From an optimization exercise on the open Yosys and OpenROAD flow, aimed at small area; shortcuts taken in it are not production practice. At most, simulation tests tie the RTL to the original design; equivalence was not proved. No activity file was given, so power comes from the tool's default toggle rates.

Setup of run A:
## sd_core
module sd_core (
    input  wire        clk,
    input  wire        rst_n,
    input  wire [4:0]  h_idx,
    input  wire        h_we,
    input  wire        h_re,
    input  wire [31:0] h_wdata,
    output wire [31:0] h_rdata,
    input  wire        scl_i,
    input  wire        sda_i,
    output wire        scl_oe,
    output wire        sda_oe,
    output wire [7:0]  duty_x,
    output wire [7:0]  duty_y,
    output wire [7:0]  duty_z
);
Size: about 1200 cells after synthesis, ~210 flip-flops, ~100 I/O pins, roughly 11000 sq um of cells after synthesis.
Settings: LEC_CHECK=0, CAP_MARGIN=20, CORE_MARGIN=2, CORE_UTILIZATION=65, CTS_BUF_LIST=sky130_fd_sc_hd__clkbuf_8, CTS_CLUSTER_DIAMETER=60, CTS_CLUSTER_SIZE=15, SLEW_MARGIN=20; clock period 10.0 ns.
standard.sh (not shown) runs the stock make flow with config.mk's settings and CLKGATE_MAP_FILE= SYNTH_SCRIPT=/design/flow/synth_recipe.tcl, a recipe that flattens the netlist after the stock synthesis.
==> flow/flow/run.sh <==
#!/bin/bash
# Standard layout (standard synthesis, ORFS steps) with the port buffers made
# of the smallest buffer cell. Each tool's output is logged by ORFS under
# orfs/logs/; make's own output goes to make_finish.log here.
set -euo pipefail
export BUFFER_PORTS_ARGS="-buffer_cell sky130_fd_sc_hd__buf_1"
bash standard.sh finish > make_finish.log 2>&1
Run A completed end to end with timing, DRC and antenna clean.
#### Input delta (run B over run A)
--- a/flow/design.v
+++ b/flow/design.v
@@ -8,17 +8,17 @@
     input  wire       f_rs,       
     input  wire       f_byte,     
     input  wire       tx7,        
     input  wire       rx,         
     input  wire       mode,       
     input  wire [7:0] dr,         
     input  wire       txak,       
     output wire       stall,      
-    output wire       sample,     
+    output reg  [7:0] rsh,        
     input  wire       scl_i,
     input  wire       sda_i,
     output reg        scl_oe,
     output reg        sda_oe
 );
     wire [3:0] b = c[7:4];
     wire [3:0] k = c[3:0];
     wire fr_gate = (f_stop | f_rs) & (b == 4'd0) & (c[3] ^ c[2]);
@@ -32,17 +32,20 @@
             3'd2: nbit = mode | dr[4];
             3'd3: nbit = mode | dr[3];
             3'd4: nbit = mode | dr[2];
             3'd5: nbit = mode | dr[1];
             3'd6: nbit = mode | dr[0];
             default: nbit = ~mode | txak;
         endcase
     end
-    assign sample = f_byte & (k == 4'd7) & scl_i;
+    always @(posedge clk) begin
+        if (f_byte && k == 4'd7 && scl_i && (!b[3] || !mode))
+            rsh <= {rsh[6:0], sda_i};
+    end
     always @(posedge clk) begin
         if (!rst_n) begin
             scl_oe <= 1'b0;
             sda_oe <= 1'b0;
         end else if (launch) begin
             if (f_start) scl_oe <= 1'b0;
             if (f_stop)  sda_oe <= 1'b1;
             else if (f_byte) sda_oe <= ~(tx7 | rx);
@@ -216,45 +219,44 @@
     wire tcf      = st_byte  & (c == 8'd145);
     wire [1:0] ax   = sa[1:0];
     wire [2:0] idx  = sc[2:0];
     wire [2:0] cntf = sc[7:5];
     wire       fin  = sc[3];
     wire [2:0] idx1 = idx + 3'd1;
     wire last_read  = (cntf == 3'd0) | (idx1 == cntf);
     wire rd_final   = (op == OPC_RDBYTE) ? fin : last_read;
-    wire [7:0] tx_reg = {sb[7:6], sb[5] | icfg, sb[4] & ~icfg, sb[3:0]};
+    wire [7:0] tx_reg = {sb[7:6], sb[5] | icfg, sb[4:3], sb[2] & ~icfg, sb[1] | icfg, sb[0] & ~icfg};
     reg  [7:0] tx;
     always @(*) begin
         case (seq)
             Q_WADDR: tx = {sa, 1'b0};
             Q_RADDR: tx = {sa, 1'b1};
             Q_WREG:  tx = tx_reg;
             default: tx = sc;
         endcase
     end
     wire       stall;
-    wire       sample;
-    reg        ackb;        
+    wire [7:0] rsh;
     sd_i2c_engine u_engine (
         .clk      (clk),
         .rst_n    (rst_n),
         .c        (c),
         .launch   (launch),
         .f_start  (st_start),
         .f_stop   (st_stop),
         .f_rs     (st_rs),
         .f_byte   (st_byte),
         .tx7      (tx[7]),
         .rx       (st_read),
         .mode     (mode),
         .dr       (dr),
         .txak     (txak),
         .stall    (stall),
-        .sample   (sample),
+        .rsh      (rsh),
         .scl_i    (scl_i),
         .sda_i    (sda_i),
         .scl_oe   (scl_oe),
         .sda_oe   (sda_oe)
     );
     reg [13:0] s_sel;
     always @(*) begin
         case (ax)
@@ -298,18 +300,16 @@
                 sb   <= w_sb;
                 sc   <= w_sc;
             end
         end else begin
             if (!stall) c <= c + 8'd1;
             if (d_start || d_rs || tcf) c <= 8'hFF;
             if (d_stop) c <= 8'd191;    
             if (tcf && st_read && !rd_final && op != OPC_RDBYTE) sc[2:0] <= idx1;
-            if (sample && st_read && c[7:4] != 4'd8) sb <= {sb[6:0], sda_i};
-            if (sample && !st_read && c[7:4] == 4'd8) ackb <= sda_i;
         end
     end
     always @(posedge clk) begin
         if (!rst_n) begin
             seq   <= Q_IDLE;
             icfg  <= 1'b0;
             bst   <= 2'd0;
             mode  <= 1'b0;
@@ -358,18 +358,18 @@
                     end
                 end
             end
             if (d_rs) begin
                 bst <= 2'd2;
                 seq <= (op == OPC_RSTART) ? Q_IDLE : Q_RADDR;
             end
             if (d_byte) begin
-                if (st_read) dr   <= sb;
-                else         rxak <= ackb;
+                if (st_read) dr   <= rsh;
+                else         rxak <= rsh[0];
             end
             if (tcf) begin
                 case (seq)
                     Q_WADDR: seq <= Q_WREG;
                     Q_WREG:  seq <= (op == OPC_WRREG || icfg) ? Q_WDATA : Q_RSTART;
                     Q_WDATA: seq <= (op == OPC_WRBYTE) ? Q_IDLE : Q_STOP;
                     Q_RADDR: seq <= Q_READ;
                     default: begin  
## What came out
- Run B finished end to end and its layout was clean on timing, DRC and antenna.
- Critical path depth in run B is 1 below run A.
- Compared run B vs run A, and number of synthesized flops with an enable pin is up in run B.
- Run A -> run B: net switching power of the design increased by a few percent
- Re number of global-route vias before repair: run A was lower than run B.
- In the flow results for run A and run B, the share of layout cells above drive strength 1 is larger on run B.
- Total of clock buffers placed in the layout (higher): run A
For run B, only the layout was checked, not whether the RTL still works.

## what the ideal ports hide
No port has a modelled driver above. Below, the same layouts with a new extraction and two added sets of constraints.
Step 1 (the two cells are an assumption about what drives the block):
set clk [get_ports {clk}]
set_driving_cell -lib_cell sky130_fd_sc_hd__clkbuf_16 $clk
set_driving_cell -lib_cell sky130_fd_sc_hd__buf_2 [delete_from_list [all_inputs] $clk]
Step 2 moves the port delays by t, midway between the first and last clock arrival at a register: inputs arrive t later, outputs are due t later. That takes back most of the time a late clock gives input paths.
Three values: ideal ports, drivers, drivers and shift; two values: the first two.
run	t (ns)	slack for setup (ns)	worst hold slack (ns)	worst setup path at the end	worst register clock-pin slew, ns
run A	0.574	5.364 / 5.372 / 4.799	0.458 / 0.458 / 0.458	input to register	0.10 / 0.10
run B	0.575	5.483 / 5.492 / 4.917	0.464 / 0.464 / 0.464	input to register	0.10 / 0.10
After both steps setup and hold are still met in every run listed. For run B, which loses most, drivers alone change the setup slack by +0.009 ns; drivers and shift together by -0.566 ns.
